From an optimization exercise on the open Yosys and OpenROAD flow, aimed at small area; shortcuts taken in it are not production practice. RTL that was checked went through simulation tests only; none was proved equivalent to the original. The RTL of run 1 was laid out without a check of its function. Power is estimated from default activity; no workload was simulated.

==> design.v <==
module somfy_remote (
    input  wire        CLK,
    input  wire        RST_N,
    input  wire        CFG_RESET_ON_START,
    input  wire        REQ_VALID,
    input  wire [7:0]  REQ_LEN,
    input  wire [7:0]  REQ_DATA,
    input  wire [2:0]  REQ_SEL,
    output wire        REQ_READY,
    output wire [1:0]  MODE,
    output wire        BUSY,
    output wire        ONLINE,
    output wire        OUT_VALID,
    output wire [1:0]  OUT_KIND,
    output wire [2:0]  OUT_CODE,
    output wire [3:0]  OUT_BTN,
    output wire [23:0] OUT_IDENT,
    output wire [7:0]  OUT_CHAR,
    output wire        ACK_VALID,
    output wire [23:0] ACK_IDENT,
    output wire [7:0]  ACK_CHAR,
    output wire [2:0]  NVM_ADDR,
    output wire        NVM_RE,
    output wire        NVM_WE,
    output wire [32:0] NVM_WDATA,
    input  wire [32:0] NVM_RDATA,
    input  wire        NVM_DONE,
    input  wire        NVM_OK,
    output wire        RADIO_TX_REQ,
    input  wire        RADIO_TX_OK,
    output wire        RADIO_STBY_REQ,
    input  wire        RADIO_READY,
    output wire        LINE
);
    localparam [3:0] S_ILOAD  = 4'd0,    
                     S_IWRITE = 4'd1,    
                     S_IDLE   = 4'd2,
                     S_READ   = 4'd3,
                     S_FIN    = 4'd4,    
                     S_WRITE  = 4'd5,    
                     S_TXON   = 4'd6,
                     S_OFF    = 4'd7,
                     S_WH     = 4'd8,    
                     S_WL     = 4'd9,
                     S_HWS    = 4'd10,
                     S_SWSH   = 4'd11,
                     S_SWSL   = 4'd12,
                     S_DATA   = 4'd13,
                     S_SIL    = 4'd14;
    reg [3:0]  st;
    reg        failed;       
    reg [2:0]  code;         
    reg [1:0]  dev;          
    reg [7:0]  rdata;        
    reg [31:0] ctr;
    reg [9:0]  tmr;          
    reg [7:0]  k;            
    wire acc  = (code == 3'd0);
    wire init = (st[3:1] == 3'd0);
    reg [23:0] ident;
    always @(*) begin
        case (dev)
            2'd0: ident = 24'h184623;
            2'd1: ident = 24'hA5C3F0;
            2'd2: ident = 24'h000000;
            default: ident = 24'h7E0913;
        endcase
    end
    wire d_hi  = init ? dev[1] : (dev == 2'd2);
    wire d_mid = init ? (dev != 2'd0) : (dev[1] ^ dev[0]);
    wire d_b0  = init ? (dev == 2'd3) : (dev != 2'd3);
    wire [31:0] dflt = {{16{d_hi}}, {15{d_mid}}, d_b0};
    wire [3:0] btn = {~rdata[2] & ~rdata[1], rdata[2] & ~rdata[0],
                      rdata[2] & rdata[0], rdata[1]};
    wire [2:0] fi = k[6:4];
    wire [2:0] fj = ~k[3:1];
    wire [1:0] j2 = fj[1:0];
    reg kc;
    always @(*) begin
        case ({dev, fi, fj})
            8'h00: kc = 1'b1;
            8'h01: kc = 1'b1;
            8'h02: kc = 1'b1;
            8'h03: kc = 1'b0;
            8'h04: kc = 1'b0;
            8'h05: kc = 1'b1;
            8'h06: kc = 1'b0;
            8'h07: kc = 1'b1;
            8'h08: kc = 1'b0;
            8'h09: kc = 1'b0;
            8'h0A: kc = 1'b0;
            8'h0B: kc = 1'b0;
            8'h0C: kc = 1'b0;
            8'h0D: kc = 1'b1;
            8'h0E: kc = 1'b0;
            8'h0F: kc = 1'b1;
            8'h10: kc = 1'b0;
            8'h11: kc = 1'b0;
            8'h12: kc = 1'b0;
            8'h13: kc = 1'b0;
            8'h14: kc = 1'b0;
            8'h15: kc = 1'b1;
            8'h16: kc = 1'b0;
            8'h17: kc = 1'b1;
            8'h18: kc = 1'b0;
            8'h19: kc = 1'b0;
            8'h1A: kc = 1'b0;
            8'h1B: kc = 1'b0;
            8'h1C: kc = 1'b0;
            8'h1D: kc = 1'b1;
            8'h1E: kc = 1'b0;
            8'h1F: kc = 1'b1;
            8'h20: kc = 1'b0;
            8'h21: kc = 1'b0;
            8'h22: kc = 1'b0;
            8'h23: kc = 1'b1;
            8'h24: kc = 1'b1;
            8'h25: kc = 1'b1;
            8'h26: kc = 1'b0;
            8'h27: kc = 1'b1;
            8'h28: kc = 1'b0;
            8'h29: kc = 1'b1;
            8'h2A: kc = 1'b1;
            8'h2B: kc = 1'b1;
            8'h2C: kc = 1'b1;
            8'h2D: kc = 1'b1;
            8'h2E: kc = 1'b1;
            8'h2F: kc = 1'b1;
            8'h30: kc = 1'b1;
            8'h31: kc = 1'b0;
            8'h32: kc = 1'b1;
            8'h33: kc = 1'b1;
            8'h34: kc = 1'b1;
            8'h35: kc = 1'b0;
            8'h36: kc = 1'b1;
            8'h37: kc = 1'b1;
            8'h40: kc = 1'b1;
            8'h41: kc = 1'b1;
            8'h42: kc = 1'b1;
            8'h43: kc = 1'b0;
            8'h44: kc = 1'b0;
            8'h45: kc = 1'b1;
            8'h46: kc = 1'b0;
            8'h47: kc = 1'b1;
            8'h48: kc = 1'b1;
            8'h49: kc = 1'b0;
            8'h4A: kc = 1'b1;
            8'h4B: kc = 1'b0;
            8'h4C: kc = 1'b0;
            8'h4D: kc = 1'b1;
            8'h4E: kc = 1'b0;
            8'h4F: kc = 1'b1;
            8'h50: kc = 1'b1;
            8'h51: kc = 1'b0;
            8'h52: kc = 1'b1;
            8'h53: kc = 1'b0;
            8'h54: kc = 1'b0;
            8'h55: kc = 1'b1;
            8'h56: kc = 1'b0;
            8'h57: kc = 1'b1;
            8'h58: kc = 1'b1;
            8'h59: kc = 1'b0;
            8'h5A: kc = 1'b1;
            8'h5B: kc = 1'b0;
            8'h5C: kc = 1'b0;
            8'h5D: kc = 1'b1;
            8'h5E: kc = 1'b0;
            8'h5F: kc = 1'b1;
            8'h60: kc = 1'b0;
            8'h61: kc = 1'b0;
            8'h62: kc = 1'b0;
            8'h63: kc = 1'b0;
            8'h64: kc = 1'b0;
            8'h65: kc = 1'b0;
            8'h66: kc = 1'b0;
            8'h67: kc = 1'b0;
            8'h68: kc = 1'b1;
            8'h69: kc = 1'b1;
            8'h6A: kc = 1'b0;
            8'h6B: kc = 1'b0;
            8'h6C: kc = 1'b0;
            8'h6D: kc = 1'b0;
            8'h6E: kc = 1'b1;
            8'h6F: kc = 1'b1;
            8'h70: kc = 1'b1;
            8'h71: kc = 1'b1;
            8'h72: kc = 1'b0;
            8'h73: kc = 1'b0;
            8'h74: kc = 1'b1;
            8'h75: kc = 1'b1;
            8'h76: kc = 1'b0;
            8'h77: kc = 1'b0;
            8'h80: kc = 1'b1;
            8'h81: kc = 1'b1;
            8'h82: kc = 1'b1;
            8'h83: kc = 1'b0;
            8'h84: kc = 1'b0;
            8'h85: kc = 1'b1;
            8'h86: kc = 1'b0;
            8'h87: kc = 1'b1;
            8'h88: kc = 1'b0;
            8'h89: kc = 1'b1;
            8'h8A: kc = 1'b0;
            8'h8B: kc = 1'b1;
            8'h8C: kc = 1'b0;
            8'h8D: kc = 1'b1;
            8'h8E: kc = 1'b0;
            8'h8F: kc = 1'b1;
            8'h90: kc = 1'b0;
            8'h91: kc = 1'b1;
            8'h92: kc = 1'b0;
            8'h93: kc = 1'b1;
            8'h94: kc = 1'b0;
            8'h95: kc = 1'b1;
            8'h96: kc = 1'b0;
            8'h97: kc = 1'b1;
            8'h98: kc = 1'b0;
            8'h99: kc = 1'b1;
            8'h9A: kc = 1'b0;
            8'h9B: kc = 1'b1;
            8'h9C: kc = 1'b0;
            8'h9D: kc = 1'b1;
            8'h9E: kc = 1'b0;
            8'h9F: kc = 1'b1;
            8'hA0: kc = 1'b0;
            8'hA1: kc = 1'b1;
            8'hA2: kc = 1'b0;
            8'hA3: kc = 1'b1;
            8'hA4: kc = 1'b0;
            8'hA5: kc = 1'b1;
            8'hA6: kc = 1'b0;
            8'hA7: kc = 1'b1;
            8'hA8: kc = 1'b0;
            8'hA9: kc = 1'b1;
            8'hAA: kc = 1'b0;
            8'hAB: kc = 1'b1;
            8'hAC: kc = 1'b0;
            8'hAD: kc = 1'b1;
            8'hAE: kc = 1'b0;
            8'hAF: kc = 1'b1;
            8'hB0: kc = 1'b0;
            8'hB1: kc = 1'b1;
            8'hB2: kc = 1'b0;
            8'hB3: kc = 1'b1;
            8'hB4: kc = 1'b0;
            8'hB5: kc = 1'b1;
            8'hB6: kc = 1'b0;
            8'hB7: kc = 1'b1;
            8'hC0: kc = 1'b1;
            8'hC1: kc = 1'b1;
            8'hC2: kc = 1'b1;
            8'hC3: kc = 1'b0;
            8'hC4: kc = 1'b0;
            8'hC5: kc = 1'b1;
            8'hC6: kc = 1'b0;
            8'hC7: kc = 1'b1;
            8'hC8: kc = 1'b0;
            8'hC9: kc = 1'b0;
            8'hCA: kc = 1'b0;
            8'hCB: kc = 1'b1;
            8'hCC: kc = 1'b0;
            8'hCD: kc = 1'b1;
            8'hCE: kc = 1'b0;
            8'hCF: kc = 1'b1;
            8'hD0: kc = 1'b0;
            8'hD1: kc = 1'b0;
            8'hD2: kc = 1'b0;
            8'hD3: kc = 1'b1;
            8'hD4: kc = 1'b0;
            8'hD5: kc = 1'b1;
            8'hD6: kc = 1'b0;
            8'hD7: kc = 1'b1;
            8'hD8: kc = 1'b0;
            8'hD9: kc = 1'b0;
            8'hDA: kc = 1'b0;
            8'hDB: kc = 1'b1;
            8'hDC: kc = 1'b0;
            8'hDD: kc = 1'b1;
            8'hDE: kc = 1'b0;
            8'hDF: kc = 1'b1;
            8'hE0: kc = 1'b0;
            8'hE1: kc = 1'b1;
            8'hE2: kc = 1'b1;
            8'hE3: kc = 1'b0;
            8'hE4: kc = 1'b1;
            8'hE5: kc = 1'b0;
            8'hE6: kc = 1'b1;
            8'hE7: kc = 1'b1;
            8'hE8: kc = 1'b1;
            8'hE9: kc = 1'b1;
            8'hEA: kc = 1'b1;
            8'hEB: kc = 1'b1;
            8'hEC: kc = 1'b1;
            8'hED: kc = 1'b0;
            8'hEE: kc = 1'b1;
            8'hEF: kc = 1'b1;
            8'hF0: kc = 1'b0;
            8'hF1: kc = 1'b0;
            8'hF2: kc = 1'b1;
            8'hF3: kc = 1'b1;
            8'hF4: kc = 1'b0;
            8'hF5: kc = 1'b0;
            8'hF6: kc = 1'b1;
            8'hF7: kc = 1'b1;
            default: kc = 1'bx;
        endcase
    end
    wire nhh = ctr[12 + j2];
    wire nhl = ctr[8 + j2];
    wire nlh = ctr[4 + j2];
    wire nll = ctr[j2];
    wire i1 = (fi != 3'd0);
    wire i2 = (fi >= 3'd2);
    wire i3 = (fi >= 3'd3);
    wire lo = ~fj[2];
    wire w_hh = (i1 & lo) ^ (i2 & ~lo);
    wire w_hl = lo & i1 & ~i2;
    wire w_lh = (i1 & lo) ^ (i3 & ~lo);
    wire w_ll = lo & i1 & ~i3;
    wire bj = (j2 == 2'd0) ? rdata[1] :                  
              (j2 == 2'd1) ? (rdata[2] & rdata[0]) :
              (j2 == 2'd2) ? (rdata[2] & ~rdata[0]) : (~rdata[2] & ~rdata[1]);
    wire fbit = kc ^ (i1 & bj) ^ (w_hh & nhh) ^ (w_hl & nhl) ^ (w_lh & nlh) ^ (w_ll & nll);
    reg [31:0] ctr_inc;
    reg        cy;
    integer    ii;
    always @(*) begin
        cy = 1'b1;
        for (ii = 0; ii < 32; ii = ii + 1) begin
            ctr_inc[ii] = ctr[ii] ^ cy;
            cy = cy & ctr[ii];
        end
    end
    reg [7:0] k_inc;
    reg       ky;
    always @(*) begin
        ky = 1'b1;
        for (ii = 0; ii < 8; ii = ii + 1) begin
            k_inc[ii] = k[ii] ^ ky;
            ky = ky & k[ii];
        end
    end
    wire idle = (st == S_IDLE);
    assign REQ_READY      = idle;
    assign BUSY           = ~idle;
    assign MODE           = {failed, ~failed & ~init};
    assign ONLINE         = ~failed & ~init;
    assign OUT_VALID      = idle & (code != 3'd7);
    assign OUT_CODE       = code;
    assign OUT_KIND       = {|code, acc | code[2] | (code[1] & code[0])};
    assign OUT_BTN        = acc ? btn : 4'h0;
    assign OUT_IDENT      = acc ? ident : 24'h0;
    assign OUT_CHAR       = rdata;
    assign ACK_VALID      = (st == S_FIN) & acc;
    assign ACK_IDENT      = OUT_IDENT;
    assign ACK_CHAR       = rdata;
    assign NVM_ADDR       = {dev[1], ~dev[0], dev[1] & ~dev[0]};
    assign NVM_RE         = (st == S_READ);
    assign NVM_WE         = (st == S_WRITE) | (st == S_IWRITE);
    assign NVM_WDATA      = {1'b1, ctr_inc};
    assign RADIO_TX_REQ   = (st == S_TXON);
    assign RADIO_STBY_REQ = (st == S_OFF);
    assign LINE           = (st == S_WH) | (st == S_SWSH) |
                            ((st == S_HWS) & ~k[2]) |
                            ((st == S_DATA) & ~(fbit ^ k[0]));
    wire seg   = st[3];
    wire tick  = ((tmr & 10'h0FF) == 10'h08D);    
    wire r455  = ((tmr & 10'h2D7) == 10'h253);    
    wire r605  = ((tmr & 10'h2D7) == 10'h046);    
    wire r70   = ((tmr & 10'h24A) == 10'h24A);    
    wire r335  = ((tmr & 10'h27B) == 10'h063);    
    wire first = (code == 3'd0);
    reg  tdone;
    always @(*) begin
        case (st)
            S_WH:    tdone = (&{k[3], k[2], k[1]}) & r455;                   
            S_WL:    tdone = (&{k[7], k[3], k[1], k[0]}) & r605;             
            S_HWS:   tdone = (first ? (&k[3:0])                              
                                    : (&{k[5], k[4], k[2], k[1], k[0]}))     
                             & tick;
            S_SWSH:  tdone = (&k[2:0]) & r70;                                
            S_SWSL:  tdone = tick;                                           
            S_DATA:  tdone = (&{k[6], k[5], k[3:0]}) & tick;                 
            default: tdone = (&{k[5], k[3:0]}) & r335;                       
        endcase
    end
    wire [9:0] tstep = {tmr[8:0], ~(tmr[9] ^ tmr[6])};
    wire len1  = (REQ_LEN == 8'd1);
    wire cmdok = len1 & ((REQ_DATA == 8'h75) | (REQ_DATA == 8'h73) |
                         (REQ_DATA == 8'h64) | (REQ_DATA == 8'h70));
    always @(posedge CLK) begin
        tmr <= (!seg || tick || tdone) ? 10'd0 : tstep;
        if (!seg || tdone)
            k <= 8'd0;
        else if (tick)
            k <= k_inc;
        if (!RST_N) begin
            st     <= S_ILOAD;
            failed <= 1'b0;
            code   <= 3'd7;
            dev    <= 2'd0;
        end else begin
            case (st)
                S_ILOAD: begin
                    ctr <= dflt;
                    st  <= CFG_RESET_ON_START ? S_IWRITE : S_IDLE;
                end
                S_IWRITE: begin
                    if (NVM_DONE) begin
                        if (!NVM_OK) begin
                            failed <= 1'b1;
                            st <= S_IDLE;
                        end else if (dev == 2'd3) begin
                            st <= S_IDLE;
                        end else begin
                            dev <= {dev[1] ^ dev[0], ~dev[0]};
                            st <= S_ILOAD;
                        end
                    end
                end
                S_IDLE: begin
                    if (REQ_VALID) begin
                        rdata <= len1 ? REQ_DATA : 8'h00;
                        dev   <= REQ_SEL[1:0];
                        if (!cmdok)            code <= 3'd1;
                        else if (REQ_SEL[2])   code <= 3'd2;
                        else if (failed)       code <= 3'd3;
                        else if (!RADIO_READY) code <= 3'd4;
                        else                   code <= 3'd0;
                        st <= (cmdok & ~REQ_SEL[2] & ~failed & RADIO_READY) ? S_READ : S_FIN;
                    end
                end
                S_READ: begin
                    if (NVM_DONE) begin
                        ctr <= NVM_RDATA[32] ? NVM_RDATA[31:0] : dflt;
                        st  <= S_WRITE;
                    end
                end
                S_WRITE: begin
                    if (NVM_DONE) begin
                        if (NVM_OK) begin
                            st <= S_TXON;
                        end else begin
                            code <= 3'd3;
                            st   <= S_FIN;
                        end
                    end
                end
                S_TXON: begin
                    if (!RADIO_TX_OK) begin
                        code <= 3'd4;
                        st   <= S_OFF;
                    end else if (code == 3'd0) begin
                        st  <= S_WH;
                    end else begin
                        st  <= S_HWS;
                    end
                end
                S_OFF: begin
                    if (code[2]) begin
                        st <= S_FIN;
                    end else if (code[1]) begin
                        code <= 3'd0;
                        st   <= S_FIN;
                    end else begin
                        code <= {1'b0, code[0], ~code[0]};    
                        st   <= S_TXON;
                    end
                end
                S_FIN: begin
                    st <= S_IDLE;
                end
                default: begin
                    if (tdone) begin
                        case (st)
                            S_WH: begin
                                st  <= S_WL;
                            end
                            S_WL: begin
                                st  <= S_HWS;
                            end
                            S_HWS:  st <= S_SWSH;
                            S_DATA: st <= S_SIL;
                            S_SWSH: begin
                                st  <= S_SWSL;
                            end
                            S_SWSL: begin
                                st  <= S_DATA;
                            end
                            default: begin    
                                st <= S_OFF;
                            end
                        endcase
                    end
                end
            endcase
        end
    end
endmodule
==> flow/run.sh <==
#!/bin/bash
# The standard layout (standard.sh), with:
#  - synthesis: ABC maps for area (flow/synth.tcl, flow/area.abc);
#  - port buffers of the smallest buffer cell;
#  - a clock tree of small buffers without dummy loads.
set -euo pipefail
export FLOW_WORK="$PWD"
export AREA_ABC_SCRIPT="$PWD/flow/area.abc"
bash standard.sh \
  "SYNTH_SCRIPT=$PWD/flow/synth.tcl" \
  "BUFFER_PORTS_ARGS=-buffer_cell sky130_fd_sc_hd__buf_1" \
  "CTS_ARGS=-sink_clustering_enable -repair_clock_nets -dont_use_dummy_load -buf_list {sky130_fd_sc_hd__clkbuf_4 sky130_fd_sc_hd__clkbuf_8} -sink_clustering_size 10" \
  finish > standard_flow.log 2>&1
==> flow/area.abc <==
strash
dch -f
map -a
mfs2
strash
dch -f
map -a
topo
==> flow/synth.tcl <==
# The standard synthesis (synth_recipe.tcl), with ABC's technology mapping
# run on an area-oriented script (flow/area.abc) in place of ORFS's speed
# script. Flip-flop mapping and register names are unchanged.
proc abc {args} {
  set i [lsearch -exact $args -script]
  if { $i >= 0 } {
    set args [lreplace $args [expr {$i + 1}] [expr {$i + 1}] $::env(AREA_ABC_SCRIPT)]
  }
  yosys abc {*}$args
}
source $::env(FLOW_WORK)/synth_recipe.tcl
==> standard.sh <==
#!/bin/bash
# synth_recipe.tcl (not shown) runs the flow's synth.tcl, then flattens the netlist and writes it again
# the make line also repeats each setting of config.mk as NAME=value (left out here)
make -C /OpenROAD-flow-scripts/flow DESIGN_CONFIG=/design/flow/config.mk WORK_HOME=/design/flow/orfs CLKGATE_MAP_FILE= SYNTH_SCRIPT=/design/flow/synth_recipe.tcl "${@:-finish}"
==> config.mk <==
export PLATFORM = sky130hd
export DESIGN_NAME = somfy_remote
export DESIGN_NICKNAME = somfy_remote
export VERILOG_FILES = /design/flow/design.v
export SDC_FILE = /design/flow/constraint.sdc
export NUM_CORES = 4
export LEC_CHECK = 0
export CAP_MARGIN = 20
export CORE_MARGIN = 2
export CORE_UTILIZATION = 60
export SLEW_MARGIN = 20
==> constraint.sdc <==
create_clock -name core_clock -period 10.0 [get_ports {CLK}]
set_input_delay 2.0000 -clock core_clock [delete_from_list [all_inputs] [get_ports {CLK}]]
set_output_delay 2.0000 -clock core_clock [all_outputs]
set_load 0.01 [all_outputs]
==> results of run 1 <==
per-layer routing:
metal / vias up / wire length, um / GRT usage, %
met2: 194 / 6260 / 52.0
met5: - / 0 / 0
met4: 0 / 165 / 8.59
li1: 2123 / - / -
met3: 16 / 772 / 4.73
met1: 1987 / 4800 / 35.3
power breakdown:
| part | internal (mW) | switching [mW] | total [mW] |
|---|---|---|---|
| clock | 0.0804 | 0.0969 | 0.177 |
| sequential | 0.435 | 0.0643 | 0.499 |
| combinational | 0.165 | 0.342 | 0.507 |
stage by stage:
stage,worst slack (ps),hold slack [ps]
2_1_floorplan,2210,388
3_3_place_gp,1900,406
3_5_place_dp,1750,404
4_1_cts,1380,420
5_1_grt,1030,446
6_report,1400,418
cell families (layout without fill, tap and decap cells):
family	Yosys count	in the layout	share of synthesized area (%)
fa+ha+maj	49	49	13.4
flops	68	68	38.6
xor+xnor	8	8	1.53
compound gates	97	97	12.4
buf+inv	116	243	14.0
simple gates	224	224	19.9
other cells	2	9	0.164
registers in the layout, summed over array words and instances, names as in the netlist:
name    flops
dev         2
tmr        10
failed      1
ctr        32
code        3
st          4
k           8
rdata       8
layout make-up:
| class | count | area [um^2] | area share, % |
|---|---|---|---|
| well taps | 99 | 124 | 2.41 |
| clock buffers | 9 | 124 | 2.41 |
| repair buffers | 172 | 669 | 13.0 |
| flip-flops and latches | 68 | 1760 | 34.3 |
| multi-input cells | 387 | 2220 | 43.3 |
| inverters | 62 | 233 | 4.53 |
worst reg2reg max path, stage by stage (launching register included):
cell      delay [ps]
dfxtp_1          360
or2_2            320
nor2_1           210
clkinv_1         480
o31ai_1          220
nand3_1          110
o31ai_1           80
nand2_1          110
nand3_1          350
nor3b_1          630
o21ai_0          170
a31oi_1          160
how the worst min path moves through the flow:
| stage | start | end | slack (ps) | cells past startpoint |
|---|---|---|---|---|
| 2_1_floorplan | tmr[8]$_SDFF_PP0_ | tmr[9]$_SDFF_PP0_ | 390 | 2 |
| 6_report | tmr[8]$_SDFF_PP0_ | tmr[9]$_SDFF_PP0_ | 420 | 2 |
| 5_1_grt | tmr[8]$_SDFF_PP0_ | tmr[9]$_SDFF_PP0_ | 450 | 2 |
| 4_1_cts | tmr[8]$_SDFF_PP0_ | tmr[9]$_SDFF_PP0_ | 420 | 2 |
| 3_3_place_gp | tmr[8]$_SDFF_PP0_ | tmr[9]$_SDFF_PP0_ | 410 | 2 |
| 3_5_place_dp | tmr[8]$_SDFF_PP0_ | tmr[9]$_SDFF_PP0_ | 400 | 2 |
layout by cell type, fill, tap and decap left out, drive strengths merged, types with 5 or more instances in the layout:
| cell type | n |
|---|---|
| clkbuf | 9 |
| ha | 49 |
| a31oi | 7 |
| conb | 9 |
| buf | 172 |
| dfxtp | 28 |
| nand3 | 14 |
| nor3 | 11 |
| nor2 | 100 |
| xor2 | 6 |
| nand4 | 6 |
| a21oi | 45 |
| clkinv | 62 |
| edfxtp | 40 |
| o31ai | 5 |
| nor4 | 5 |
| nand2 | 84 |
| o21ai | 23 |
==> impl_metrics.py, run 1 <==
metrics = {
    "run_status": {
        "outcome": "no timing/DRC/antenna violations",
    },
    "drt": {
        "vias": 4320,
        "drt_iter0_markers": 222,
        "drt_first_pass_iters": 5,
        "avgRoutedWirePerCell_um": 15.0,
        "ant_nets": 0,
        "wirelength_um": 12000,
        "drc": 0,
        "via_per_inst": 5.42,
    },
    "yosys": {
        "synth_common_cells": "100 x nor2_1, 84 x nand2_1, 62 x clkinv_1",
        "synth_edf_count": 40,
        "synth-async-reset-ratio_pct": 0,
        "synthCells": 564,
        "synth.avg_cell_area_um2": 8.10,
        "yosysTopAreaCellShare_pct": 26.3,
        "yosysSeqAreaShare_pct": 38.6,
        "ys_ff_latch": 68,
        "synth_most_common_cell": "nor2_1",
        "synthDistinctLibCells": 31,
        "netlist_top_cells_area": "edfxtp_1 26%, ha_1 13%, dfxtp_1 12%, buf_4 8.9%, nor2_1 8.2%",
        "ys.flop_type": "edfxtp_1",
        "yosys.area.top_type": "edfxtp_1",
        "yosys_warnings": 1,
        "syn_area_um2": 4570,
    },
    "placed_design": {
        "gp_congestion": 0.908,
        "placed_cells": 787,
        "port_buffers": 171,
        "hpwlAfterDp_um": 9170,
        "place_area_um2": 4970,
    },
    "worst_setup_path": {
        "path_buf_inv": 1,
        "crit_path_frequent_cell": "ha_1",
        "crit_cells": 32,
        "crit_start": "ctr[0]$_DFFE_PP_",
        "required_ps": 8000,
        "critPathSlowestCell": "edfxtp_1",
        "crit_path_end_kind": "output port",
        "crit_fanout": 2,
        "rr_endpoint": "st[0]$_SDFFE_PN0P_",
        "r2r-start": "code[0]$_SDFFE_PN1P_",
        "cp.arrival_ps": 6600,
        "r2r_slack_ps": 6730,
        "critPathMaxStageDelay_ps": 400,
        "cpLargestDelayFamily": "adder cells",
        "crit_path_start_kind": "flop",
        "rr_worst_depth": 11,
        "worstSetupPathType": "flop to output port",
        "crit_end": "NVM_WDATA[31]",
    },
    "power_and_ir_drop": {
        "powerDensity_nw_per_um2": 230,
        "leakage_nw": 1.99,
        "vdd_ir_drop_max_mv": 0.130,
        "fin_total_pwr_mw": 1.18,
    },
    "layout": {
        "fill_cells": 643,
        "finalNetCount": 809,
        "fin_cells": 797,
        "diodes": 0,
        "design_area_um2": 5130,
        "synthToLayoutAreaGrowth_pct": 12.4,
        "drive_gt1_share_pct": 2.29,
        "post-route-util_pct": 70.0,
    },
    "global_routing": {
        "antenna_found_initial": 0,
        "grt_pass1_vias": 4027,
        "grt-ovfl-total": 0,
        "grtUsageTotal_pct": 28.9,
        "grt_pass1_wl_um": 19200,
        "grt_max_degree": 33,
    },
    "clocking": {
        "clk_latency_ps": 350,
        "cts_buffers": 9,
        "hold_buffers": 0,
        "clk_path_buf_depth": 2,
        "post_cts_buffers": 0,
        "cts_root_buf": "clkbuf_8",
        "tritoncts": "built",
        "ctsResizeCount": 0,
        "path_clk_slew_ps": 60,
        "cts_sinks": 68,
        "h-tree-depth": 3,
    },
    "floorplanning": {
        "die_h_um": 91.2,
        "fp.coreArea_um2": 7330,
        "io_pins": 181,
        "rows": 31,
        "start_util_pct": 62.3,
        "fp.dieW_um": 91.2,
        "dieArea_um2": 8330,
    },
    "sta": {
        "fin_crit_ps": 8600,
        "fin_tns_setup_ps": 0,
        "finalSetupViolations": 0,
        "timing.fmax_mhz": 116,
        "grt_setup_unrepaired": "no",
        "maxSlewHeadroom_pct": 53.7,
        "fin_skew_ps": 22.5,
        "hold_violations": 0,
        "slew_viol_final": 0,
        "worstMarginPinSlew_ps": 694,
        "finalCritPeriodShare_pct": 86.0,
    },
    "run": {
        "drv_cap": 0,
    },
    "worst_hold_path": {
        "hp-class": "flop to flop",
    },
}
==> run 2: changes to the inputs <==
--- a/design.v
+++ b/design.v
@@ -349,7 +349,7 @@
     assign OUT_CODE       = code;
     assign OUT_KIND       = {|code, acc | code[2] | (code[1] & code[0])};
     assign OUT_BTN        = acc ? btn : 4'h0;
-    assign OUT_IDENT      = acc ? ident : 24'h0;
+    assign OUT_IDENT      = ident;
     assign OUT_CHAR       = rdata;
     assign ACK_VALID      = (st == S_FIN) & acc;
     assign ACK_IDENT      = OUT_IDENT;
@@ -388,6 +388,7 @@
     wire len1  = (REQ_LEN == 8'd1);
     wire cmdok = len1 & ((REQ_DATA == 8'h75) | (REQ_DATA == 8'h73) |
                          (REQ_DATA == 8'h64) | (REQ_DATA == 8'h70));
+    wire go    = cmdok & ~REQ_SEL[2] & ~failed & RADIO_READY;
     always @(posedge CLK) begin
         tmr <= (!seg || tick || tdone) ? 10'd0 : tstep;
         if (!seg || tdone)
@@ -421,13 +422,13 @@
                 S_IDLE: begin
                     if (REQ_VALID) begin
                         rdata <= len1 ? REQ_DATA : 8'h00;
-                        dev   <= REQ_SEL[1:0];
+                        dev   <= go ? REQ_SEL[1:0] : 2'd2;
                         if (!cmdok)            code <= 3'd1;
                         else if (REQ_SEL[2])   code <= 3'd2;
                         else if (failed)       code <= 3'd3;
                         else if (!RADIO_READY) code <= 3'd4;
                         else                   code <= 3'd0;
-                        st <= (cmdok & ~REQ_SEL[2] & ~failed & RADIO_READY) ? S_READ : S_FIN;
+                        st <= go ? S_READ : S_FIN;
                     end
                 end
                 S_READ: begin
@@ -442,6 +443,7 @@
                             st <= S_TXON;
                         end else begin
                             code <= 3'd3;
+                            dev  <= 2'd2;
                             st   <= S_FIN;
                         end
                     end
@@ -449,6 +451,7 @@
                 S_TXON: begin
                     if (!RADIO_TX_OK) begin
                         code <= 3'd4;
+                        dev  <= 2'd2;
                         st   <= S_OFF;
                     end else if (code == 3'd0) begin
                         st  <= S_WH;
==> impl_metrics.py, run 2 <==
metrics = {
    "drt": {
        "vias": 4130,
        "wl_met2_um": 5410,
        "wirelength_um": 11000,
        "met3_length_um": 681,
        "drc": 0,
        "top_layer": "met4",
        "avgRoutedWirePerCell_um": 14.2,
        "wl_met1_um": 4830,
        "via_per_inst": 5.30,
        "drt_first_pass_iters": 6,
        "ant_nets": 0,
        "drt_iter0_markers": 248,
    },
    "global_routing": {
        "grt_pass1_vias": 3724,
        "grt-ovfl-total": 0,
        "antenna_found_initial": 0,
        "grt_pass1_wl_um": 17700,
        "grtUsageTotal_pct": 26.6,
        "grt_max_degree": 33,
    },
    "clocking": {
        "clk_path_buf_depth": 2,
        "post_cts_buffers": 0,
        "ctsResizeCount": 0,
        "clk_latency_ps": 350,
        "path_clk_slew_ps": 60,
        "h-tree-depth": 3,
        "cts_sinks": 68,
        "tritoncts": "built",
        "cts_buffers": 9,
        "cts_root_buf": "clkbuf_8",
        "hold_buffers": 0,
    },
    "yosys": {
        "yosys.area.top_type": "edfxtp_1",
        "ys.flop_type": "edfxtp_1",
        "synthCells": 543,
        "synth_most_common_cell": "nor2_1",
        "yosys_warnings": 1,
        "synth_edf_count": 40,
        "synthDistinctLibCells": 31,
        "yosysSeqAreaShare_pct": 39.2,
        "synth-async-reset-ratio_pct": 0,
        "ys_ff_latch": 68,
        "synth_common_cells": "107 x nor2_1, 66 x clkinv_1, 59 x nand2_1",
        "syn_area_um2": 4500,
        "netlist_top_cells_area": "edfxtp_1 27%, ha_1 13%, dfxtp_1 12%, buf_4 9.0%, nor2_1 8.9%",
        "synth.avg_cell_area_um2": 8.28,
        "yosysTopAreaCellShare_pct": 26.7,
    },
    "power_and_ir_drop": {
        "powerDensity_nw_per_um2": 247,
        "clkPwrFrac_pct": 13.9,
        "fin_total_pwr_mw": 1.24,
        "leakage_nw": 2.01,
        "power.switching_uw": 555,
        "power_frac_comb_pct": 48.2,
        "seq_power_share_pct": 37.9,
        "switching_share_pct": 44.6,
        "vdd_ir_drop_max_mv": 0.125,
        "intPower_uw": 690,
    },
    "sta": {
        "hold-worst-slack_ps": 409,
        "fin_tns_setup_ps": 0,
        "hold_violations": 0,
        "grt_setup_unrepaired": "no",
        "maxSlewHeadroom_pct": 53.5,
        "finalCritPeriodShare_pct": 86.4,
        "fin_crit_ps": 8640,
        "timing.fmax_mhz": 116,
        "setup_ws_ps": 1360,
        "worstMarginPinSlew_ps": 694,
        "finalSetupViolations": 0,
        "fin_skew_ps": 22.3,
        "slew_viol_final": 0,
    },
    "layout": {
        "post-route-util_pct": 69.5,
        "top_register": "ctr",
        "finalNetCount": 790,
        "largest_reg_flops": 32,
        "mostFrequentLayoutCell": "buf_1",
        "synthToLayoutAreaGrowth_pct": 12.1,
        "reg.largest.list": "ctr: 32 flops, tmr: 10 flops",
        "design_area_um2": 5040,
        "drive_gt1_share_pct": 2.65,
        "diodes": 0,
        "fin_cells": 779,
        "final_cell_mix": "171 x buf_1, 106 x nor2_1, 66 x clkinv_1",
    },
    "run": {
        "drv_cap": 0,
    },
    "placed_design": {
        "placed_cells": 770,
        "pre_cts_ws_ps": 1720,
        "gp_congestion": 1.01,
        "port_buffers": 171,
        "place_area_um2": 4910,
        "hpwlAfterDp_um": 8420,
    },
    "worst_setup_path": {
        "crit_end": "NVM_WDATA[31]",
        "crit_path_start_kind": "flop",
        "worstSetupPathType": "flop to output port",
        "critPathSlowestCell": "edfxtp_1",
        "required_ps": 8000,
        "crit_fanout": 3,
        "crit_path_end_kind": "output port",
        "crit_start": "ctr[0]$_DFFE_PP_",
        "crit_path_frequent_cell": "ha_1",
        "rr_worst_depth": 12,
        "r2r_slack_ps": 7270,
        "critPathMaxStageDelay_ps": 430,
        "cp.arrival_ps": 6640,
        "r2r-start": "code[0]$_SDFFE_PN1P_",
        "rr_endpoint": "st[2]$_SDFFE_PN0P_",
    },
    "floorplanning": {
        "dieArea_um2": 8200,
        "start_util_pct": 62.0,
        "io_pins": 181,
        "fp.dieW_um": 90.6,
        "rows": 31,
        "fp.coreArea_um2": 7250,
        "die_h_um": 90.6,
    },
    "run_status": {
        "outcome": "no timing/DRC/antenna violations",
    },
    "worst_hold_path": {
        "hp-class": "flop to flop",
    },
}
## run 2: changes by cell type in the layout (fill, tap and decap cells not counted), moves of 3 or more
cell       before  now
nand2_1        84   59
a21oi_1        44   21
o21ai_0        22   29
a211oi_1        1    7
nor2_1        100  106
buf_4           0    4
clkinv_1       62   66
o31ai_1         4    0
a221oi_1        4    1
a22oi_1         0    3
o2111ai_1       0    3
o22ai_1         1    4
## run 2: worst min-delay path by stage
stage / start / cells past startpoint / slack [ps] / endpoint
2_1_floorplan: tmr[8]$_SDFF_PP0_ / 2 / 390 / tmr[9]$_SDFF_PP0_
3_3_place_gp: tmr[8]$_SDFF_PP0_ / 2 / 390 / tmr[9]$_SDFF_PP0_
3_5_place_dp: tmr[8]$_SDFF_PP0_ / 2 / 400 / tmr[9]$_SDFF_PP0_
4_1_cts: tmr[8]$_SDFF_PP0_ / 2 / 410 / tmr[9]$_SDFF_PP0_
5_1_grt: tmr[8]$_SDFF_PP0_ / 2 / 420 / tmr[9]$_SDFF_PP0_
6_report: tmr[8]$_SDFF_PP0_ / 2 / 410 / tmr[9]$_SDFF_PP0_
## run 2: cell families after synthesis
| kind of cell | Yosys count | synth area share (%) |
|---|---|---|
| and+or+nand+nor | 206 | 18.8 |
| buffers and inverters | 120 | 14.5 |
| DFF | 68 | 39.2 |
| adders and majority gates | 48 | 13.4 |
| other | 2 | 0.167 |
| AOI/OAI and AO/OA | 89 | 12.1 |
| xor gates and xnor gates | 10 | 1.95 |
## run 2: power by group through the flow
stage,Combinational (mW),Sequential [mW],Clock (mW)
final,0.600,0.472,0.173
after global routing,0.667,0.482,0.184
after CTS,0.604,0.472,0.176
after detailed placement,0.602,0.478,0
after global placement,0.587,0.473,0
after floorplan,0.523,0.466,0
## run 2: critical path, delay by kind of cell (launching register included)
family	cells	cell delay, ps
DFF	1	430
xor gates and xnor gates	1	140
buffers and inverters	1	160
adders and majority gates	30	5530
## run 2: cell type report
cell class	instances	area [um^2]
fill	657	2210
multi-input combinational	362	2110
sequential	68	1760
timing repair buffer	175	672
inverter	66	248
clock buffer	9	124
tap	99	124
## run 2: metal layers
layer  GRT usage [%]  up-vias
met5               0        -
met4            7.31        0
met3            3.59        9
met2            45.9      153
met1            35.1     1906
li1                -     2062
==> run 3: changes to the inputs <==
--- a/flow/run.sh
+++ b/flow/run.sh
@@ -9,5 +9,5 @@
 bash standard.sh \
   "SYNTH_SCRIPT=$PWD/flow/synth.tcl" \
   "BUFFER_PORTS_ARGS=-buffer_cell sky130_fd_sc_hd__buf_1" \
-  "CTS_ARGS=-sink_clustering_enable -repair_clock_nets -dont_use_dummy_load -buf_list {sky130_fd_sc_hd__clkbuf_4 sky130_fd_sc_hd__clkbuf_8} -sink_clustering_size 10" \
+  "CTS_ARGS=-sink_clustering_enable -repair_clock_nets -dont_use_dummy_load -buf_list {sky130_fd_sc_hd__clkbuf_8} -sink_clustering_size 25 -sink_clustering_max_diameter 150" \
   finish > standard_flow.log 2>&1
==> impl_metrics.py, run 3 <==
metrics = {
    "drt": {
        "via_per_inst": 5.30,
        "drc": 0,
        "vias": 4130,
        "drt_iter0_markers": 248,
        "wirelength_um": 11000,
        "avgRoutedWirePerCell_um": 14.2,
        "ant_nets": 0,
        "drt_first_pass_iters": 6,
    },
    "global_routing": {
        "grt_max_degree": 33,
        "grt_pass1_vias": 3724,
        "grtUsageTotal_pct": 26.6,
        "grt_pass1_wl_um": 17700,
        "grt-ovfl-total": 0,
        "antenna_found_initial": 0,
    },
    "sta": {
        "finalCritPeriodShare_pct": 86.4,
        "fin_tns_setup_ps": 0,
        "slew_viol_final": 0,
        "finalSetupViolations": 0,
        "worstMarginPinSlew_ps": 694,
        "maxSlewHeadroom_pct": 53.5,
        "fin_skew_ps": 22.3,
        "grt_setup_unrepaired": "no",
        "fin_crit_ps": 8640,
        "timing.fmax_mhz": 116,
        "hold_violations": 0,
    },
    "clocking": {
        "path_clk_slew_ps": 60,
        "tritoncts": "built",
        "cts_root_buf": "clkbuf_8",
        "post_cts_buffers": 0,
        "clk_path_buf_depth": 2,
        "clk_latency_ps": 350,
        "h-tree-depth": 3,
        "ctsResizeCount": 0,
        "cts_buffers": 9,
        "cts_sinks": 68,
        "hold_buffers": 0,
    },
    "yosys": {
        "synth_common_cells": "107 x nor2_1, 66 x clkinv_1, 59 x nand2_1",
        "synth.avg_cell_area_um2": 8.28,
        "syn_area_um2": 4500,
        "netlist_top_cells_area": "edfxtp_1 27%, ha_1 13%, dfxtp_1 12%, buf_4 9.0%, nor2_1 8.9%",
        "synthCells": 543,
        "synth-async-reset-ratio_pct": 0,
        "ys.flop_type": "edfxtp_1",
        "ys_ff_latch": 68,
        "synthDistinctLibCells": 31,
        "synth_most_common_cell": "nor2_1",
        "yosys.area.top_type": "edfxtp_1",
        "synth_edf_count": 40,
        "yosys_warnings": 1,
        "yosysSeqAreaShare_pct": 39.2,
        "yosysTopAreaCellShare_pct": 26.7,
    },
    "worst_setup_path": {
        "rr_worst_depth": 12,
        "worstSetupPathType": "flop to output port",
        "critPathSlowestCell": "edfxtp_1",
        "rr_endpoint": "st[2]$_SDFFE_PN0P_",
        "cp.arrival_ps": 6640,
        "required_ps": 8000,
        "crit_path_frequent_cell": "ha_1",
        "crit_fanout": 3,
        "crit_end": "NVM_WDATA[31]",
        "r2r-start": "code[0]$_SDFFE_PN1P_",
        "r2r_slack_ps": 7270,
        "crit_path_end_kind": "output port",
        "critPathMaxStageDelay_ps": 430,
        "crit_start": "ctr[0]$_DFFE_PP_",
        "crit_path_start_kind": "flop",
    },
    "layout": {
        "post-route-util_pct": 69.5,
        "drive_gt1_share_pct": 2.65,
        "finalNetCount": 790,
        "diodes": 0,
        "mostFrequentLayoutCell": "buf_1",
        "fill_cells": 657,
        "design_area_um2": 5040,
        "largest_reg_flops": 32,
        "top_register": "ctr",
        "final_cell_mix": "171 x buf_1, 106 x nor2_1, 66 x clkinv_1",
        "register_area_um2": 1760,
        "reg.largest.list": "ctr: 32 flops, tmr: 10 flops",
        "multiInputGateArea_um2": 2110,
        "synthToLayoutAreaGrowth_pct": 12.1,
    },
    "placed_design": {
        "port_buffers": 171,
        "place_area_um2": 4910,
        "hpwlAfterDp_um": 8420,
        "gp_congestion": 1.01,
    },
    "floorplanning": {
        "die_h_um": 90.6,
        "fp.dieW_um": 90.6,
        "io_pins": 181,
        "dieArea_um2": 8200,
        "fp.coreArea_um2": 7250,
        "rows": 31,
        "start_util_pct": 62.0,
    },
    "power_and_ir_drop": {
        "fin_total_pwr_mw": 1.24,
        "vdd_ir_drop_max_mv": 0.125,
        "leakage_nw": 2.01,
        "powerDensity_nw_per_um2": 247,
    },
    "worst_hold_path": {
        "hp-class": "flop to flop",
    },
    "run": {
        "drv_cap": 0,
    },
    "run_status": {
        "outcome": "no timing/DRC/antenna violations",
    },
}
run 3: cell counts after synthesis:
Identical to the previous run, type by type.
run 3: routing by layer:
layer,vias to the layer above,track usage (%),wire length (um)
met2,153,45.9,5410
met1,1906,35.1,4830
li1,2062,-,-
met4,0,7.31,103
met3,9,3.59,681
met5,-,0,0
run 3: layout make-up:
cell class                 count  area share, %
inverter                      66           4.92
clock buffer                   9           2.46
timing repair buffer         175           13.3
sequential                    68           35.0
multi-input combinational    362           41.9
tap                           99           2.46
run 3: power by group:
group | internal [mW] | leakage [nW] | switching [mW]
combinational | 0.192 | 1.33 | 0.409
clock | 0.0802 | 0.0647 | 0.0924
sequential | 0.418 | 0.612 | 0.0537
run 3: worst max-delay path, delay by kind of cell, from the launching register on:
kind	cells	cell delay, ps
flip-flops	1	430
buffers and inverters	1	160
XOR/XNOR	1	140
adder cells (fa/ha/maj)	30	5530
run 3: logic make-up after synthesis:
kind of cell               Yosys count  share of synthesized area, %
AOI/OAI and AO/OA                   89                          12.1
xor gates and xnor gates            10                          1.95
adders and majority gates           48                          13.4
buffers and inverters              120                          14.5
DFF                                 68                          39.2
other                                2                         0.167
and+or+nand+nor                    206                          18.8
run 3: worst min path at each step:
stage                            startpoint                end  slack [ps]  depth (start not counted)
final                     tmr[8]$_SDFF_PP0_  tmr[9]$_SDFF_PP0_         410                          2
after global routing      tmr[8]$_SDFF_PP0_  tmr[9]$_SDFF_PP0_         420                          2
after CTS                 tmr[8]$_SDFF_PP0_  tmr[9]$_SDFF_PP0_         410                          2
after detailed placement  tmr[8]$_SDFF_PP0_  tmr[9]$_SDFF_PP0_         400                          2
after global placement    tmr[8]$_SDFF_PP0_  tmr[9]$_SDFF_PP0_         390                          2
after floorplan           tmr[8]$_SDFF_PP0_  tmr[9]$_SDFF_PP0_         390                          2
run 3: through the flow:
step / setup WS, ps / hold WS (ps) / cells
CTS: 1330 / 412 / 779
floorplan: 2180 / 388 / 550
finish: 1360 / 409 / 779
global placement: 1840 / 392 / 770
global route: 1070 / 424 / 779
detailed placement: 1720 / 402 / 770
==> run 4: changes to the inputs <==
--- a/flow/run.sh
+++ b/flow/run.sh
@@ -9,5 +9,5 @@
 bash standard.sh \
   "SYNTH_SCRIPT=$PWD/flow/synth.tcl" \
   "BUFFER_PORTS_ARGS=-buffer_cell sky130_fd_sc_hd__buf_1" \
-  "CTS_ARGS=-sink_clustering_enable -repair_clock_nets -dont_use_dummy_load -buf_list {sky130_fd_sc_hd__clkbuf_8} -sink_clustering_size 25 -sink_clustering_max_diameter 150" \
+  "CTS_ARGS=-sink_clustering_enable -repair_clock_nets -dont_use_dummy_load -buf_list {sky130_fd_sc_hd__clkbuf_4} -sink_buffer_max_cap_derate 0.6" \
   finish > standard_flow.log 2>&1
--- a/config.mk
+++ b/config.mk
@@ -7,5 +7,5 @@
 export LEC_CHECK = 0
 export CAP_MARGIN = 20
 export CORE_MARGIN = 2
-export CORE_UTILIZATION = 60
+export CORE_UTILIZATION = 75
 export SLEW_MARGIN = 20
==> impl_metrics.py, run 4 <==
metrics = {
    "global_routing": {
        "grtUsageTotal_pct": 34.3,
        "antenna_found_initial": 0,
        "grt_pass1_wl_um": 17200,
        "grt_pass1_vias": 3902,
        "met3_usage_pct": 8.57,
        "top_usage_layer": "met2",
        "grt_max_degree": 33,
        "met1_usage_pct": 40.8,
        "met2_usage_pct": 60.2,
        "grt-ovfl-total": 0,
    },
    "power_and_ir_drop": {
        "switching_share_pct": 46.2,
        "vdd_ir_drop_max_mv": 0.220,
        "power_frac_comb_pct": 50.3,
        "seq_power_share_pct": 39.2,
        "leakage_nw": 1.98,
        "powerDensity_nw_per_um2": 245,
        "fin_total_pwr_mw": 1.21,
        "power.switching_uw": 558,
        "clkPwrFrac_pct": 10.5,
        "intPower_uw": 651,
    },
    "sta": {
        "finalSetupViolations": 0,
        "worstMarginPinSlew_ps": 741,
        "fin_tns_setup_ps": 0,
        "fin_skew_ps": 21.1,
        "fin_crit_ps": 8730,
        "slew_viol_final": 0,
        "finalCritPeriodShare_pct": 87.3,
        "grt_setup_unrepaired": "no",
        "maxSlewHeadroom_pct": 50.6,
        "timing.fmax_mhz": 114,
        "hold_violations": 0,
    },
    "floorplanning": {
        "fp.dieW_um": 81.4,
        "fp.coreArea_um2": 5850,
        "start_util_pct": 76.8,
        "die_h_um": 81.4,
        "io_pins": 181,
        "rows": 28,
        "dieArea_um2": 6630,
    },
    "layout": {
        "mostFrequentLayoutCell": "buf_1",
        "finalNetCount": 788,
        "final_cell_mix": "171 x buf_1, 106 x nor2_1, 66 x clkinv_1",
        "diodes": 0,
        "design_area_um2": 4940,
        "synthToLayoutAreaGrowth_pct": 9.91,
        "reg.largest.list": "ctr: 32 flops, tmr: 10 flops",
        "top_register": "ctr",
        "drive_gt1_share_pct": 2.51,
        "largest_reg_flops": 32,
    },
    "worst_setup_path": {
        "cpLargestDelayFamily": "adder cells",
        "crit_path_end_kind": "output port",
        "worstSetupPathType": "flop to output port",
        "critPathMaxStageDelay_ps": 450,
        "crit_fanout": 3,
        "required_ps": 8000,
        "cp.arrival_ps": 6730,
        "critPathSlowestCell": "edfxtp_1",
        "crit_path_frequent_cell": "ha_1",
        "crit_cells": 32,
        "path_buf_inv": 1,
        "rr_worst_depth": 12,
        "crit_path_start_kind": "flop",
        "r2r_slack_ps": 7180,
        "rr_endpoint": "st[2]$_SDFFE_PN0P_",
        "r2r-start": "code[0]$_SDFFE_PN1P_",
    },
    "drt": {
        "via_per_inst": 5.72,
        "drt_first_pass_iters": 6,
        "ant_nets": 0,
        "drt_iter0_markers": 458,
        "avgRoutedWirePerCell_um": 14.6,
        "drc": 0,
        "wirelength_um": 11000,
        "vias": 4305,
    },
    "yosys": {
        "netlist_top_cells_area": "edfxtp_1 27%, ha_1 13%, dfxtp_1 12%, buf_4 9.0%, nor2_1 8.9%",
        "yosys_warnings": 1,
        "synthCells": 543,
        "synth_common_cells": "107 x nor2_1, 66 x clkinv_1, 59 x nand2_1",
        "ys.flop_type": "edfxtp_1",
        "synth_edf_count": 40,
        "synth.avg_cell_area_um2": 8.28,
        "ys_ff_latch": 68,
        "yosys.area.top_type": "edfxtp_1",
        "synth-async-reset-ratio_pct": 0,
        "synthDistinctLibCells": 31,
        "syn_area_um2": 4500,
        "yosysTopAreaCellShare_pct": 26.7,
        "synth_most_common_cell": "nor2_1",
        "yosysSeqAreaShare_pct": 39.2,
    },
    "placed_design": {
        "hpwlAfterDp_um": 8450,
        "gp_congestion": 0.981,
        "port_buffers": 171,
        "place_area_um2": 4870,
    },
    "worst_hold_path": {
        "whs_path_depth": 2,
        "hold_start": "tmr[8]$_SDFF_PP0_",
        "whs_endpoint": "tmr[9]$_SDFF_PP0_",
        "hp-class": "flop to flop",
    },
    "clocking": {
        "tritoncts": "built",
        "clk_path_buf_depth": 2,
        "hold_buffers": 0,
        "post_cts_buffers": 0,
        "cts_sinks": 68,
        "clk_latency_ps": 420,
        "ctsResizeCount": 0,
        "path_clk_slew_ps": 110,
        "h-tree-depth": 3,
        "cts_root_buf": "clkbuf_4",
        "cts_buffers": 9,
    },
    "run_status": {
        "outcome": "no timing/DRC/antenna violations",
    },
    "run": {
        "drv_cap": 0,
    },
}
-- run 4: cell counts after synthesis --
No cell type changed its count.
-- run 4: metal layers --
layer  up-vias  part of all wire (%)
met5         -                     0
met4         0                   2.1
met3        42                   9.9
met2       277                    51
met1      1926                    36
li1       2060                     -
-- run 4: cell type report --
type,instances,area (um^2)
Clock buffer,9,67.6
Timing Repair Buffer,173,657
Multi-Input combinational cell,362,2110
Tap cell,75,93.8
Inverter,66,248
Fill cell,400,910
Sequential cell,68,1760
-- run 4: per-stage QoR --
| stage | setup WS (ps) | util (%) | instances | hold slack, ps |
|---|---|---|---|---|
| finish | 1270 | 84.5 | 753 | 415 |
| global route | 868 | 84.5 | 753 | 440 |
| CTS | 1230 | 84.4 | 753 | 422 |
| detailed placement | 1690 | 83.2 | 744 | 402 |
| global placement | 1980 | 83.2 | 744 | 394 |
| floorplan | 2180 | - | 550 | 388 |
-- run 4: how the worst max path moves through the flow --
stage | slack, ps | endpoint | start
after global routing | 870 | NVM_WDATA[31] | ctr[0]$_DFFE_PP_
after detailed placement | 1690 | NVM_WDATA[31] | ctr[0]$_DFFE_PP_
after CTS | 1230 | NVM_WDATA[31] | ctr[0]$_DFFE_PP_
final | 1270 | NVM_WDATA[31] | ctr[0]$_DFFE_PP_
after floorplan | 2180 | NVM_WDATA[31] | ctr[0]$_DFFE_PP_
after global placement | 1980 | NVM_WDATA[31] | ctr[0]$_DFFE_PP_
-- run 4: logic make-up after synthesis --
| kind of cell | synth area share, % |
|---|---|
| DFF | 39.2 |
| AOI/OAI and AO/OA | 12.1 |
| and+or+nand+nor | 18.8 |
| other | 0.167 |
| adders and majority gates | 13.4 |
| buffers and inverters | 14.5 |
| xor gates and xnor gates | 1.95 |
-- run 4: worst min-delay path: cells and delay by family (launching register included) --
| kind | cells | cell delay [ps] |
|---|---|---|
| buffers and inverters | 1 | 30 |
| DFF | 1 | 320 |
| and+or+nand+nor | 1 | 30 |
-- run 4: power groups by stage --
stage / Clock [mW] / Sequential [mW] / Combinational [mW]
2_1_floorplan: 0 / 0.466 / 0.523
3_3_place_gp: 0 / 0.471 / 0.582
3_5_place_dp: 0 / 0.478 / 0.603
4_1_cts: 0.127 / 0.472 / 0.607
5_1_grt: 0.139 / 0.480 / 0.697
6_report: 0.127 / 0.474 / 0.608
==> run 5: changes to the inputs <==
--- a/design.v
+++ b/design.v
@@ -46,7 +46,8 @@
                      S_SWSH   = 4'd11,
                      S_SWSL   = 4'd12,
                      S_DATA   = 4'd13,
-                     S_SIL    = 4'd14;
+                     S_SIL    = 4'd14,
+                     S_WL2    = 4'd15;   
     reg [3:0]  st;
     reg        failed;       
     reg [2:0]  code;         
@@ -54,7 +55,7 @@
     reg [7:0]  rdata;        
     reg [31:0] ctr;
     reg [9:0]  tmr;          
-    reg [7:0]  k;            
+    reg [6:0]  k;            
     wire acc  = (code == 3'd0);
     wire init = (st[3:1] == 3'd0);
     reg [23:0] ident;
@@ -331,11 +332,11 @@
             cy = cy & ctr[ii];
         end
     end
-    reg [7:0] k_inc;
+    reg [6:0] k_inc;
     reg       ky;
     always @(*) begin
         ky = 1'b1;
-        for (ii = 0; ii < 8; ii = ii + 1) begin
+        for (ii = 0; ii < 7; ii = ii + 1) begin
             k_inc[ii] = k[ii] ^ ky;
             ky = ky & k[ii];
         end
@@ -364,17 +365,18 @@
                             ((st == S_HWS) & ~k[2]) |
                             ((st == S_DATA) & ~(fbit ^ k[0]));
     wire seg   = st[3];
-    wire tick  = ((tmr & 10'h0FF) == 10'h08D);    
-    wire r455  = ((tmr & 10'h2D7) == 10'h253);    
-    wire r605  = ((tmr & 10'h2D7) == 10'h046);    
-    wire r70   = ((tmr & 10'h24A) == 10'h24A);    
-    wire r335  = ((tmr & 10'h27B) == 10'h063);    
+    wire tick  = ((tmr & 10'h2FF) == 10'h27B);    
+    wire r455  = ((tmr & 10'h3DE) == 10'h1CE);    
+    wire r605  = ((tmr & 10'h3CF) == 10'h0C5);    
+    wire r70   = ((tmr & 10'h289) == 10'h209);    
+    wire r335  = ((tmr & 10'h29F) == 10'h21D);    
     wire first = (code == 3'd0);
     reg  tdone;
     always @(*) begin
         case (st)
             S_WH:    tdone = (&{k[3], k[2], k[1]}) & r455;                   
-            S_WL:    tdone = (&{k[7], k[3], k[1], k[0]}) & r605;             
+            S_WL:    tdone = (&k) & tick;                                    
+            S_WL2:   tdone = (&{k[3], k[1], k[0]}) & r605;                   
             S_HWS:   tdone = (first ? (&k[3:0])                              
                                     : (&{k[5], k[4], k[2], k[1], k[0]}))     
                              & tick;
@@ -384,7 +386,7 @@
             default: tdone = (&{k[5], k[3:0]}) & r335;                       
         endcase
     end
-    wire [9:0] tstep = {tmr[8:0], ~(tmr[9] ^ tmr[6])};
+    wire [9:0] tstep = {~tmr[8:0], ~(tmr[9] ^ tmr[6])};
     wire len1  = (REQ_LEN == 8'd1);
     wire cmdok = len1 & ((REQ_DATA == 8'h75) | (REQ_DATA == 8'h73) |
                          (REQ_DATA == 8'h64) | (REQ_DATA == 8'h70));
@@ -392,7 +394,7 @@
     always @(posedge CLK) begin
         tmr <= (!seg || tick || tdone) ? 10'd0 : tstep;
         if (!seg || tdone)
-            k <= 8'd0;
+            k <= 7'd0;
         else if (tick)
             k <= k_inc;
         if (!RST_N) begin
@@ -480,6 +482,9 @@
                                 st  <= S_WL;
                             end
                             S_WL: begin
+                                st  <= S_WL2;
+                            end
+                            S_WL2: begin
                                 st  <= S_HWS;
                             end
                             S_HWS:  st <= S_SWSH;
==> flow/area.abc (replaced) <==
&get -n
&st
&syn2
&dch -f
&nf -R 1000 -p
&put
mfs2
strash
&get -n
&st
&dch -f
&nf -R 1000 -p
&put
topo
==> impl_metrics.py, run 5 <==
metrics = {
    "layout": {
        "register_area_um2": 1740,
        "fill_cells": 318,
        "largest_reg_flops": 32,
        "finalNetCount": 693,
        "reg.largest.list": "ctr: 32 flops, tmr: 10 flops, rdata: 8 flops",
        "diodes": 0,
        "top_register": "ctr",
        "mostFrequentLayoutCell": "buf_1",
        "post-route-util_pct": 86.6,
        "synthToLayoutAreaGrowth_pct": 9.97,
        "drive_gt1_share_pct": 2.91,
        "final_cell_mix": "171 x buf_1, 46 x ha_1, 41 x nor2_1",
        "multiInputGateArea_um2": 2240,
    },
    "yosys": {
        "yosysSeqAreaShare_pct": 39.4,
        "synthDistinctLibCells": 46,
        "yosys.area.top_type": "edfxtp_1",
        "synth-async-reset-ratio_pct": 0,
        "synthCells": 450,
        "synth_most_common_cell": "buf_4",
        "yosysTopAreaCellShare_pct": 27.2,
        "synth_edf_count": 40,
        "yosys_warnings": 1,
        "synth_common_cells": "54 x buf_4, 46 x ha_1, 41 x nor2_1",
        "ys.flop_type": "edfxtp_1",
        "synth.avg_cell_area_um2": 9.81,
        "ys_ff_latch": 67,
        "syn_area_um2": 4420,
        "netlist_top_cells_area": "edfxtp_1 27%, ha_1 13%, dfxtp_1 12%, buf_4 9.2%, o21a_1 5.6%",
    },
    "worst_setup_path": {
        "crit_fanout": 3,
        "crit_path_start_kind": "flop",
        "required_ps": 8000,
        "crit_path_end_kind": "output port",
        "critPathMaxStageDelay_ps": 470,
        "rr_worst_depth": 9,
        "r2r_slack_ps": 6740,
        "critPathSlowestCell": "edfxtp_1",
        "crit_path_frequent_cell": "ha_1",
        "cp.arrival_ps": 6750,
        "worstSetupPathType": "flop to output port",
    },
    "global_routing": {
        "grt-ovfl-total": 0,
        "grtUsageTotal_pct": 33.7,
        "grt_pass1_vias": 3493,
        "grt_max_degree": 35,
        "antenna_found_initial": 0,
        "grt_pass1_wl_um": 16700,
    },
    "clocking": {
        "hold_buffers": 0,
        "clk_path_buf_depth": 2,
        "tritoncts": "built",
        "clk_latency_ps": 410,
        "post_cts_buffers": 0,
        "ctsResizeCount": 0,
        "h-tree-depth": 3,
        "cts_buffers": 9,
        "path_clk_slew_ps": 90,
        "cts_sinks": 67,
        "cts_root_buf": "clkbuf_4",
    },
    "worst_hold_path": {
        "whs_path_depth": 1,
        "hp-class": "flop to flop",
    },
    "power_and_ir_drop": {
        "powerDensity_nw_per_um2": 254,
        "vdd_ir_drop_max_mv": 0.228,
        "leakage_nw": 1.80,
    },
    "placed_design": {
        "hpwlAfterDp_um": 8130,
        "port_buffers": 171,
        "gp_congestion": 0.882,
    },
    "sta": {
        "timing.fmax_mhz": 114,
        "fin_skew_ps": 29.1,
        "fin_crit_ps": 8750,
        "fin_tns_setup_ps": 0,
        "slew_viol_final": 0,
        "hold_violations": 0,
        "finalCritPeriodShare_pct": 87.5,
        "maxSlewHeadroom_pct": 39.0,
        "finalSetupViolations": 0,
        "worstMarginPinSlew_ps": 908,
        "grt_setup_unrepaired": "no",
    },
    "floorplanning": {
        "rows": 27,
        "fp.dieW_um": 80.7,
        "fp.coreArea_um2": 5610,
        "die_h_um": 80.7,
        "io_pins": 181,
        "start_util_pct": 78.8,
        "dieArea_um2": 6520,
    },
    "run_status": {
        "outcome": "no timing/DRC/antenna violations",
    },
    "drt": {
        "via_per_inst": 6.10,
        "drt_iter0_markers": 520,
        "wirelength_um": 11000,
        "drc": 0,
        "ant_nets": 0,
        "drt_first_pass_iters": 5,
        "vias": 4005,
        "avgRoutedWirePerCell_um": 16.8,
    },
    "run": {
        "drv_cap": 0,
    },
}
## run 5: cell count changes after synthesis, moves of 5 or more
cell	change
nor2_1	-66
clkinv_1	-51
o21a_1	+33
nand2_1	-27
nor2b_1	+14
o21ai_0	-13
nand3_1	-7
a211oi_1	-6
mux2i_1	+6
xnor2_1	+5
## run 5: power by group
part	internal, mW	switching, mW
clock network	0.0418	0.0858
logic	0.218	0.367
registers	0.429	0.0919
total	0.689	0.544
## run 5: per-stage QoR
| stage | setup slack (ps) | cell area, um^2 | power [mW] | cells | hold WS [ps] |
|---|---|---|---|---|---|
| detailed placement | 1770 | 4790 | 1.09 | 648 | 433 |
| global route | 925 | 4860 | 1.31 | 657 | 461 |
| global placement | 2010 | 4790 | 1.07 | 648 | 413 |
| finish | 1250 | 4860 | 1.23 | 657 | 465 |
| CTS | 1230 | 4850 | 1.23 | 657 | 451 |
| floorplan | 2190 | 4440 | 0.968 | 457 | 393 |
## run 5: cell families (layout without fill, tap and decap cells)
logic type / Yosys count / after routing / synth area share [%]
simple gates: 138 / 138 / 15.1
fa+ha+maj: 46 / 46 / 13.0
buf+inv: 69 / 197 / 10.5
other cells: 2 / 9 / 0.170
mux: 11 / 11 / 3.65
xor+xnor: 12 / 12 / 2.38
compound gates: 105 / 105 / 15.8
flops: 67 / 67 / 39.4
## run 5: cell type report
type / instances / area share, %
Tap cell: 72 / 1.85
Inverter: 15 / 1.16
Multi-Input combinational cell: 321 / 46.2
Timing Repair Buffer: 173 / 13.5
Clock buffer: 9 / 1.39
Sequential cell: 67 / 35.9
## run 5: worst paths after layout
check | from | to
worst min register to register | tmr[5]$_SDFF_PP0_ | tmr[6]$_SDFF_PP0_
worst max register to register | code[2]$_SDFFE_PN1P_ | st[1]$_SDFFE_PN0P_
worst max-delay path | ctr[0]$_DFFE_PP_ | NVM_WDATA[31]
worst min-delay path | tmr[5]$_SDFF_PP0_ | tmr[6]$_SDFF_PP0_
## run 5: critical path, delay by kind of cell, from the launching register on
kind / cells / cell delay, ps
adders and majority gates: 30 / 5570
DFF: 1 / 470
xor gates and xnor gates: 1 / 160
buffers and inverters: 1 / 160
## run 5: routing by layer
metal | global-route usage, % | vias to the layer above | share of wire (%) | routed length (um)
met5 | 0 | - | 0 | 0
met4 | 10.8 | 0 | 1.8 | 195
met3 | 6.67 | 26 | 9.5 | 1050
met2 | 59.3 | 249 | 51 | 5610
met1 | 41.9 | 1860 | 38 | 4160
li1 | - | 1870 | - | -

[afterwards: timing with drivers on the ports]
In the flow no input, the clock included, has a driving cell. The finished layouts below were timed again as built, in two steps. Step 1 sets driving cells, clkbuf_16 on the clock port and buf_2 on the other inputs (assumed; they add their load-dependent delay and slew). Step 2 adds t to the input delays and takes it off the output delays; t is the mean of the earliest and latest rising clock arrival at the registers after step 1. Input paths then give back, and output paths get back, about the clock's delay inside the block. Three values: no drivers, after step 1, after step 2; two values: the first two.
| run | shift t [ns] | setup slack, ns | clock arrival spread, ns |
|---|---|---|---|
| run 1 | 0.365 | 1.404 / 1.375 / 1.740 | 0.026 / 0.026 |
| run 2 | 0.367 | 1.362 / 1.332 / 1.700 | 0.022 / 0.023 |
| run 3 | 0.367 | 1.362 / 1.332 / 1.700 | 0.022 / 0.023 |
| run 4 | 0.433 | 1.266 / 1.238 / 1.671 | 0.022 / 0.022 |
| run 5 | 0.422 | 1.249 / 1.226 / 1.648 | 0.029 / 0.029 |
After both steps setup and hold are still met in every run listed.
